From an optimization exercise on the open Yosys and OpenROAD flow, aimed at small area, a short achievable clock period and few clock cycles; shortcuts taken in it are not production practice.
The RTL was checked by simulation tests, not by an equivalence proof against the original design.
No activity file was given, so power comes from the tool's default toggle rates.

File: design/flow/design.v
module ev3_cbuf #(
    parameter LOG2CAP = 4
) (
    input  wire               clk,
    input  wire               rst,
    input  wire               push,
    input  wire [7:0]         push_data,
    input  wire               pop,
    output wire [7:0]         head,
    output wire [LOG2CAP:0]   size,
    output wire               empty,
    output wire               full
);
    localparam CAP = 1 << LOG2CAP;
    reg [7:0]         mem [0:CAP-1];
    reg [LOG2CAP-1:0] wp;
    reg [LOG2CAP-1:0] rp;
    reg [LOG2CAP:0]   cnt;
    assign size  = cnt;
    assign empty = (cnt == 0);
    assign full  = cnt[LOG2CAP];
    assign head  = mem[rp];
    always @(posedge clk) begin
        if (rst) begin
            wp  <= 0;
            rp  <= 0;
            cnt <= 0;
        end else begin
            if (push) begin
                wp  <= wp + 1'b1;
                cnt <= cnt + 1'b1;
            end
            if (pop) begin
                rp  <= rp + 1'b1;
                cnt <= cnt - 1'b1;
            end
        end
    end
    always @(posedge clk) begin
        if (push)
            mem[wp] <= push_data;
    end
endmodule
module ev3_link (
    input  wire        clk,
    input  wire        rst,
    input  wire        cmd_valid,
    output wire        cmd_ready,
    input  wire [23:0] cmd_word,
    input  wire        rx_en,
    input  wire        ses_wfc,
    output reg         rsp_valid,
    output reg  [15:0] rsp_word
);
    localparam [7:0] ST_OK       = 8'h00;
    localparam [7:0] ST_EMPTY    = 8'h01;
    localparam [7:0] ST_FULL     = 8'h02;
    localparam [7:0] ST_TIMEOUT  = 8'h03;
    localparam [7:0] ST_REFUSED  = 8'h04;
    localparam [7:0] ST_DISABLED = 8'h05;
    localparam [7:0] ST_BADOPND  = 8'hFE;
    localparam [7:0] ST_BADOPC   = 8'hFF;
    localparam SAMPLE_SIZE = 64;
    reg        rdy;             
    reg        q_v;
    reg [23:0] q_w;
    reg        q_rxen, q_wfc;
    reg        q_conf;          
    assign cmd_ready = rdy;
    wire       exec = q_v && rdy;
    wire [7:0] opc  = q_w[23:16];
    wire [7:0] opa  = q_w[15:8];
    wire [7:0] opb  = q_w[7:0];
    function conflicts;
        input [7:0] op;
        conflicts = (op == 8'h12) || (op[7:3] == 5'b01110) ||
                    (op == 8'h78) || (op == 8'h79);
    endfunction
    reg [7:0] sample [0:SAMPLE_SIZE-1];
    reg [7:0] tx_mem [0:63];
    reg [5:0] tx_rp;
    reg [5:0] tx_wp;            
    reg [6:0] tx_cnt;           
    reg [7:0] ck_acc;
    reg [7:0] drop_eq;
    reg [7:0] drop_rx;
    reg [1:0] fault;            
    reg       bg_pay;           
    reg       bg_ck;            
    reg [5:0] bg_addr;          
    reg [5:0] bg_left;          
    reg [7:0] bg_acc;           
    wire      bg_active = bg_pay || bg_ck;
    wire       tx_empty = (tx_cnt == 7'd0);
    wire       tx_full  = tx_cnt[6];
    wire [7:0] tx_head  = tx_mem[tx_rp];
    reg        eq_push, eq_pop, rx_push, rx_pop;
    wire [7:0] eq_head, rx_head;
    wire [4:0] eq_size, rx_size;
    wire       eq_empty, rx_empty, eq_full, rx_full;
    ev3_cbuf #(.LOG2CAP(4)) u_eq (
        .clk(clk), .rst(rst), .push(eq_push), .push_data(opa), .pop(eq_pop),
        .head(eq_head), .size(eq_size), .empty(eq_empty), .full(eq_full)
    );
    ev3_cbuf #(.LOG2CAP(4)) u_rx (
        .clk(clk), .rst(rst), .push(rx_push), .push_data(opa), .pop(rx_pop),
        .head(rx_head), .size(rx_size), .empty(rx_empty), .full(rx_full)
    );
    reg [7:0] sel_size;
    reg       sel_empty, sel_full;
    reg [7:0] sel_drop;
    always @(*) begin
        case (opc[1:0])
            2'd0:    begin sel_size = {3'd0, eq_size}; sel_empty = eq_empty; sel_full = eq_full; sel_drop = drop_eq; end
            2'd1:    begin sel_size = {3'd0, rx_size}; sel_empty = rx_empty; sel_full = rx_full; sel_drop = drop_rx; end
            default: begin sel_size = {1'b0, tx_cnt};  sel_empty = tx_empty; sel_full = tx_full; sel_drop = 8'd0;    end
        endcase
    end
    reg [3:0] lc_a;      
    reg [3:0] lc_b;      
    always @(*) begin
        case (opa)
            8'd1:    lc_a = 4'b1_000;
            8'd2:    lc_a = 4'b1_001;
            8'd4:    lc_a = 4'b1_010;
            8'd8:    lc_a = 4'b1_011;
            8'd16:   lc_a = 4'b1_100;
            8'd32:   lc_a = 4'b1_101;
            default: lc_a = 4'b0_000;
        endcase
        case (opb)
            8'd1:    lc_b = 4'b1_000;
            8'd2:    lc_b = 4'b1_001;
            8'd4:    lc_b = 4'b1_010;
            8'd8:    lc_b = 4'b1_011;
            8'd16:   lc_b = 4'b1_100;
            8'd32:   lc_b = 4'b1_101;
            default: lc_b = 4'b0_000;
        endcase
    end
    wire [8:0] sd_span  = {1'b0, opa} + {1'b0, opb} + 9'd2;
    wire       sd_range = (sd_span <= SAMPLE_SIZE);
    wire [8:0] sd_need  = {2'b0, tx_cnt} + {1'b0, opb};
    wire       sd_fits  = (sd_need <= 9'd62);
    wire [7:0] sd_frame = {2'b11, lc_b[2:0], opc[2:0]};
    wire       sa_ok    = (opa < SAMPLE_SIZE);
    wire [5:0] smp_raddr = bg_pay ? bg_addr : opa[5:0];
    wire [7:0] smp_rdata = sample[smp_raddr];
    reg [15:0] rsp_next;
    reg        set_bad_opc, set_bad_opnd;
    reg        ck_we;
    reg [7:0]  ck_next;
    reg        drop_eq_inc, drop_rx_inc;
    reg        sbw;             
    reg        sd_start;        
    reg        tx_put, tx_pop;
    always @(*) begin
        rsp_next     = 16'h0000;
        set_bad_opc  = 1'b0;
        set_bad_opnd = 1'b0;
        ck_we        = 1'b0;
        ck_next      = ck_acc;
        drop_eq_inc  = 1'b0;
        drop_rx_inc  = 1'b0;
        sbw          = 1'b0;
        sd_start     = 1'b0;
        eq_push = 1'b0; eq_pop = 1'b0;
        rx_push = 1'b0; rx_pop = 1'b0;
        tx_put  = 1'b0; tx_pop = 1'b0;
        if (exec) begin
            casez (opc)
                8'h11: begin
                    if (!q_rxen)
                        rsp_next = {ST_DISABLED, 8'h00};
                    else if (rx_full) begin
                        drop_rx_inc = 1'b1;
                        rsp_next    = {ST_FULL, 8'h00};
                    end else
                        rx_push = 1'b1;
                end
                8'h12: begin
                    if (tx_full)
                        rsp_next = {ST_FULL, 8'h00};
                    else
                        tx_put = 1'b1;
                end
                8'h14: begin
                    if (eq_empty)
                        rsp_next = {ST_EMPTY, 8'h00};
                    else begin
                        eq_pop   = 1'b1;
                        rsp_next = {ST_OK, eq_head};
                    end
                end
                8'h15: begin
                    if (rx_empty)
                        rsp_next = {ST_EMPTY, 8'h00};
                    else begin
                        rx_pop   = 1'b1;
                        rsp_next = {ST_OK, rx_head};
                    end
                end
                8'h16: begin
                    if (tx_empty)
                        rsp_next = {ST_EMPTY, 8'h00};
                    else begin
                        tx_pop   = 1'b1;
                        rsp_next = {ST_OK, tx_head};
                    end
                end
                8'h18, 8'h19, 8'h1A: rsp_next = {ST_OK, sel_size};
                8'h1C, 8'h1D, 8'h1E: rsp_next = {ST_OK, 7'd0, sel_empty};
                8'h20, 8'h21, 8'h22: rsp_next = {ST_OK, 7'd0, sel_full};
                8'h24, 8'h25, 8'h26: rsp_next = {ST_OK, sel_drop};
                8'h30: begin ck_we = 1'b1; ck_next = 8'hFF;         rsp_next = {ST_OK, 8'hFF}; end
                8'h31: begin ck_we = 1'b1; ck_next = opa;           rsp_next = {ST_OK, opa}; end
                8'h32: begin ck_we = 1'b1; ck_next = ck_acc ^ opa;  rsp_next = {ST_OK, ck_acc ^ opa}; end
                8'h33: rsp_next = {ST_OK, ck_acc};
                8'h34: rsp_next = {ST_OK, 7'd0, (ck_acc == opa)};
                8'h40, 8'h41, 8'h42, 8'h43: begin
                    if (!lc_a[3]) begin
                        set_bad_opnd = 1'b1;
                        rsp_next     = {ST_BADOPND, 8'h00};
                    end else
                        rsp_next = {ST_OK, opc[1:0], lc_a[2:0], opb[2:0]};
                end
                8'h44: rsp_next = {ST_OK, opa & 8'hC0};
                8'h45: rsp_next = {ST_OK, opa & 8'h07};
                8'h46: rsp_next = {ST_OK, 8'd1 << opa[5:3]};
                8'b0101_0???: rsp_next = {ST_OK, opc[2:0], opa[4:0]};
                8'h58: rsp_next = {ST_OK, 5'd0, opa[7:5]};
                8'h59: rsp_next = {ST_OK, 3'd0, opa[4:0]};
                8'h60: begin
                    if (eq_full) begin
                        drop_eq_inc = 1'b1;
                        rsp_next    = {ST_FULL, 8'h00};
                    end else
                        eq_push = 1'b1;
                end
                8'h61: begin
                    if (eq_full)
                        rsp_next = {ST_TIMEOUT, 8'h00};
                    else
                        eq_push = 1'b1;
                end
                8'b0111_0???: begin
                    if (!lc_b[3] || !sd_range) begin
                        set_bad_opnd = 1'b1;
                        rsp_next     = {ST_BADOPND, 8'h00};
                    end else if (!q_wfc)
                        rsp_next = {ST_REFUSED, 8'h00};
                    else if (!sd_fits)
                        rsp_next = {ST_FULL, 8'h00};
                    else
                        sd_start = 1'b1;
                end
                8'h78: begin
                    if (!sa_ok) begin
                        set_bad_opnd = 1'b1;
                        rsp_next     = {ST_BADOPND, 8'h00};
                    end else
                        sbw = 1'b1;
                end
                8'h79: begin
                    if (!sa_ok) begin
                        set_bad_opnd = 1'b1;
                        rsp_next     = {ST_BADOPND, 8'h00};
                    end else
                        rsp_next = {ST_OK, smp_rdata};
                end
                8'h7D: rsp_next = {ST_OK, 6'd0, fault};
                default: begin
                    set_bad_opc = 1'b1;
                    rsp_next    = {ST_BADOPC, 8'h00};
                end
            endcase
        end
    end
    wire       smp_we    = bg_ck || sbw || sd_start;
    wire [5:0] smp_waddr = bg_ck ? bg_addr : opa[5:0];
    wire [7:0] smp_wdata = bg_ck ? bg_acc : (sd_start ? sd_frame : opb);
    wire       tx_we     = bg_active || tx_put || sd_start;
    wire [7:0] tx_wdata  = bg_pay ? smp_rdata :
                           bg_ck  ? bg_acc :
                           sd_start ? sd_frame : opa;
    wire bg_pay_next = sd_start || (bg_pay && bg_left != 6'd1);
    wire bg_ck_next  = bg_pay && bg_left == 6'd1;
    wire q_v_next    = rdy ? cmd_valid : q_v;
    wire q_conf_next = rdy ? conflicts(cmd_word[23:16]) : q_conf;
    always @(posedge clk) begin
        if (rdy) begin
            q_w    <= cmd_word;
            q_rxen <= rx_en;
            q_wfc  <= ses_wfc;
        end
    end
    always @(posedge clk) begin
        if (rst) begin
            rdy       <= 1'b1;
            q_v       <= 1'b0;
            q_conf    <= 1'b0;
            bg_pay    <= 1'b0;
            bg_ck     <= 1'b0;
            tx_rp     <= 6'd0;
            tx_wp     <= 6'd0;
            tx_cnt    <= 7'd0;
            ck_acc    <= 8'hFF;
            drop_eq   <= 8'd0;
            drop_rx   <= 8'd0;
            fault     <= 2'b00;
            rsp_valid <= 1'b0;
            rsp_word  <= 16'h0000;
        end else begin
            q_v       <= q_v_next;
            q_conf    <= q_conf_next;
            bg_pay    <= bg_pay_next;
            bg_ck     <= bg_ck_next;
            rdy       <= !(q_v_next && q_conf_next && (bg_pay_next || bg_ck_next));
            rsp_valid <= exec;
            if (exec)
                rsp_word <= rsp_next;
            if (ck_we)
                ck_acc <= ck_next;
            if (drop_eq_inc && drop_eq != 8'hFF)
                drop_eq <= drop_eq + 8'd1;
            if (drop_rx_inc && drop_rx != 8'hFF)
                drop_rx <= drop_rx + 8'd1;
            if (set_bad_opc)
                fault[0] <= 1'b1;
            if (set_bad_opnd)
                fault[1] <= 1'b1;
            if (tx_we)
                tx_wp <= tx_wp + 6'd1;
            if (tx_pop)
                tx_rp <= tx_rp + 6'd1;
            if (tx_pop)
                tx_cnt <= tx_cnt - 7'd1;
            else if (tx_put)
                tx_cnt <= tx_cnt + 7'd1;
            else if (sd_start)
                tx_cnt <= tx_cnt + opb[6:0] + 7'd2;
        end
    end
    always @(posedge clk) begin
        if (sd_start) begin
            bg_addr <= opa[5:0] + 6'd1;
            bg_left <= opb[5:0];
            bg_acc  <= 8'hFF ^ sd_frame;
        end else if (bg_pay) begin
            bg_addr <= bg_addr + 6'd1;
            bg_left <= bg_left - 6'd1;
            bg_acc  <= bg_acc ^ smp_rdata;
        end
    end
    always @(posedge clk) begin
        if (smp_we)
            sample[smp_waddr] <= smp_wdata;
    end
    always @(posedge clk) begin
        if (tx_we)
            tx_mem[tx_wp] <= tx_wdata;
    end
endmodule
File: design/flow/run.sh
#!/bin/bash
# synth_recipe.tcl (not shown) runs the flow's synth.tcl, then flattens the netlist and writes it again
# the make line also repeats each setting of config.mk as NAME=value (left out here)
make -C /OpenROAD-flow-scripts/flow DESIGN_CONFIG=/design/flow/config.mk WORK_HOME=/design/flow/orfs CLKGATE_MAP_FILE= SYNTH_SCRIPT=/design/flow/synth_recipe.tcl finish
File: design/flow/config.mk
export PLATFORM = sky130hd
export DESIGN_NAME = ev3_link
export DESIGN_NICKNAME = ev3_link
export VERILOG_FILES = /design/flow/design.v
export SDC_FILE = /design/flow/constraint.sdc
export NUM_CORES = 4
export LEC_CHECK = 0
export CAP_MARGIN = 20
export CORE_MARGIN = 2
export CORE_UTILIZATION = 40
export PLACE_DENSITY = 0.6
export SLEW_MARGIN = 20
File: design/flow/constraint.sdc
create_clock -name core_clock -period 10.0 [get_ports {clk}]
set_input_delay 2.0000 -clock core_clock [delete_from_list [all_inputs] [get_ports {clk}]]
set_output_delay 2.0000 -clock core_clock [all_outputs]
set_load 0.01 [all_outputs]
==> run notes <==
==> sequential cells by signal, summed over array words and instances (netlist names), 7 cells and up, named ones only <==
name,count
sample,512
tx_mem,512
drop_eq,8
u_eq.mem,128
q_w,24
ck_acc,8
u_rx.mem,128
drop_rx,8
tx_cnt,7
bg_acc,8
rsp_word,12
==> power breakdown <==
group	leakage [nW]	switching, mW	internal, mW
combinational	5.99	0.346	0.144
clock	2.42	2.40	3.24
sequential	12.8	0.0174	6.53
total	21.2	2.76	9.91
==> worst max-delay path by stage <==
stage                                start                       to  slack [ps]  cells past startpoint
after detailed placement  q_w[8]$_DFFE_PP_  tx_mem[58][0]$_DFFE_PP_        3950                     15
final                     q_w[8]$_DFFE_PP_  tx_mem[34][3]$_DFFE_PP_        3750                     16
after floorplan           q_w[9]$_DFFE_PP_   tx_mem[0][1]$_DFFE_PP_        2540                     17
after global routing      q_w[8]$_DFFE_PP_  tx_mem[34][3]$_DFFE_PP_        3390                     16
after global placement    q_w[8]$_DFFE_PP_  tx_mem[58][0]$_DFFE_PP_        4060                     15
after CTS                 q_w[8]$_DFFE_PP_  tx_mem[58][1]$_DFFE_PP_        3920                     15
==> routing by layer <==
metal | track usage [%] | vias up
met5 | 0 | -
met4 | 7.245 | 0
met3 | 4.690 | 300
met2 | 31.05 | 1776
met1 | 29.74 | 18320
li1 | - | 15440
==> synthesized netlist by cell type (all sizes together) (8+ instances only) <==
| cell | number |
|---|---|
| o2111ai | 9 |
| a31oi | 19 |
| a22oi | 55 |
| nor3 | 53 |
| o21bai | 12 |
| a32oi | 10 |
| mux2 | 21 |
| a41oi | 9 |
| a21boi | 9 |
| inv | 59 |
| buf | 96 |
| o221ai | 25 |
| fa | 8 |
| clkbuf | 137 |
| mux2i | 55 |
| o21ai | 109 |
| a21oi | 164 |
| nand2b | 84 |
| o22ai | 35 |
| a2111oi | 9 |
| a211o | 26 |
| a221oi | 15 |
| nor4 | 25 |
| xnor2 | 45 |
| nand2 | 228 |
| dfxtp | 103 |
| edfxtp | 1326 |
| o31ai | 9 |
| nand4 | 23 |
| or3 | 18 |
| a211oi | 91 |
| ha | 53 |
| or4 | 8 |
| a22o | 9 |
| nor2 | 367 |
| and3 | 13 |
| o211ai | 21 |
| nand3b | 10 |
| xor2 | 42 |
| mux4 | 285 |
| and2 | 9 |
| nand3 | 39 |
| nor2b | 34 |
==> worst max-delay path: stages, from the launching register on <==
cell and delay [ps]:
edfxtp_1 330, buf_4 390, buf_4 620, ha_1 260
ha_1 170, inv_1 60, fa_1 450, xnor2_1 150
nor4b_1 290, o211ai_1 240, a211oi_1 810, nand3_1 520
buf_4 370, nor2_1 210, a211oi_1 110, o31ai_4 250
buf_4 600
==> per-stage QoR <==
| stage | power (mW) | hold WS [ps] | std cells |
|---|---|---|---|
| 2_1_floorplan | 6.954 | 437.4 | 3859 |
| 3_3_place_gp | 7.154 | 474.5 | 5802 |
| 3_5_place_dp | 7.159 | 481.4 | 5802 |
| 4_1_cts | 12.77 | 495.4 | 6077 |
| 5_1_grt | 13.03 | 538.7 | 6078 |
| 6_report | 12.67 | 495.3 | 6078 |
==> kinds of logic after synthesis <==
kind of cell	count (synthesis)	synth area share [%]
fa+ha+maj	62	1.367
mux	361	11.83
compound gates	690	7.671
xor+xnor	87	1.250
buf+inv	295	2.009
simple gates	935	7.185
flops	1429	68.69
==> area by class of cell <==
type / count / area share, %
multi-input combinational: 2135 / 26.27
sequential: 1429 / 60.74
timing repair buffer: 147 / 1.774
inverter: 62 / 0.3374
clock inverter: 105 / 1.629
clock buffer: 170 / 5.565
tap: 2030 / 3.682
==> impl_results.md <==
- CTS buffer count: 148
- Relative slew slack: 26.38%
- Register area share after synthesis: 68.69%
- Clock sinks: 1,429
- Hold_sp: fault[1]$_SDFFE_PP0P_
- Hold_buf cts: 0
- Starting density of the core: 40.18%
- Setup ws final: 3747 ps
- Total Wirelength: 163,500 um
- Cells after Synth: 3,859
- RSZ-0062 raised after global routing: no
- Global route total overflow: 0
- Via count: 35,830
- Wire length on met3: 14,760 um
- Final ANT Viol Nets: 0
- Fin. max-slew vios: 0
- Setup Skew: 37.73 ps
- Antenna violations before repair: 3
- WS Path Type: register to register
- Critical Path AT: 6720 ps
- Netlist cell types: 89
- FF-to-FF End: tx_mem[34][3]$_DFFE_PP_
- Synthesis-stage register bit count: 1,429
- Syn_area_per_cell: 15.80 um^2
- CTS tree: done
- Syn Std Cell Area: 60,970 um^2
- Area growth from synthesis to layout: 13.14%
- Clk slew on worst S/H paths: 60 ps
- Commonest cells after routing, fill and taps aside: edfxtp_1, nor2_1, mux4_2, nand2_1, a21oi_1
- N_diodes: 0
- H-tree levels: 4
- Area taken by multi-input logic gates: 18,120 um^2
- Wire per inst: 26.90 um
- FF+latch area: 41,900 um^2
- R2r worst-path depth: 16
- Max Used Layer: met4
- Worst hold stages: 2
- Final Cycle Share: 62.53%
- CP Max Fanout: 64
- Post-CTS setup buffers: 0
- Max-cap viol count: 0
- FP Rows: 143
- CP required: 10,470 ps
- Worst Tran Pin Value: 1094 ps
- Setup Viol. Count Final: 0
- Hold Path End: fault[1]$_SDFFE_PP0P_
- Largest net degree at the start of global routing: 65
- Vias per cell: 5.895
- Min Tclk post-route: 6253 ps
- Post-layout util: 45.46%
- Final Wtd Congestion: 0.9319
- Post_cts resized: 0
- Critical path launch point type: register
- Die Footprint: 155,600 um^2
- Clock Latency Late Sink: 800 ps
- Die Ht: 394.4 um
- Async set-reset flop share out of synthesis: 0%
- Mapped Nets: 3,949
- Design area: 68,980 um^2
- Post-synth EDFFs: 1,326
- Crit. End Element: register
- IO Pins: 47
- Hold crit path type: register to register
- Post-synth top area share: 65.31%
- Power Dens Cells: 183.7 nW/um^2
- Pre-antenna DRT Iters: 6
- Hold Vio Cnt, Final: 0
- Commonest non-fill, non-tap cell in the layout: edfxtp_1
- Fill count: 13,160
- Area contributors post-synth: edfxtp_1, mux4_2, dfxtp_1
- Drt drc: 0
- WL met1: 69,460 um
- Reg-to-reg critical path startpoint: q_w[8]$_DFFE_PP_
- Core ar.: 151,700 um^2
- Clock Tree Buf Depth: 3
- Layout Nets: 4,013
- DPL Wire Length: 100,800 um
- FMAX: 0.1599 GHz
- IO Port Bufs: 46
- Worst reg-to-reg setup slack: 3750 ps
- TNS Setup: 0 ps
- Placed cell areas: 64,000 um^2
- Worst VDD drop: 200.6 uV
- Share of post-route cells with drive strength above 1: 17.27%
- Root Buffer: clkbuf_16
- Status: complete, no violations
- First DRT Iteration DRCs: 4,039
- First-pass GRT wire length: 239,700 um
- Synth area leader: edfxtp_1
- Dpl ws: 3950 ps
- Met2 wire len: 73,950 um
- Die Width: 394.4 um
- Vias in the first global route: 34,800
- Static leakage: 21.20 nW
- Synth Flop Type: edfxtp_1
- Synth Warn #: 2
- GR Util All Layers: 20.71%
Testbench counts, summed over its fixed seeds: cycles 19,362.

## re-timing with driven ports
The flow's constraints put no driver on any port. The routed layout listed below was extracted and timed again, unchanged, in two steps. Step 1 assumes that a clkbuf_16 drives the clock port and a buf_2 every other input. Step 2 times the ports against the registers' clock, not the clock port: input delays grow and output delays shrink by t, the midpoint of the rising clock arrivals with the driver on. a / b / c = ideal ports / drivers / drivers and shift; a / b = the first two.
t, ns: 0.859
setup WS [ns]: 3.747 / 3.747 / 3.747
worst slew at a driven data input, ns: 0.16
pins driven straight from the clock port: 1
After both steps this run still meets setup and hold. For this run, drivers alone change the setup slack by 0.000 ns; drivers and shift together by 0.000 ns.
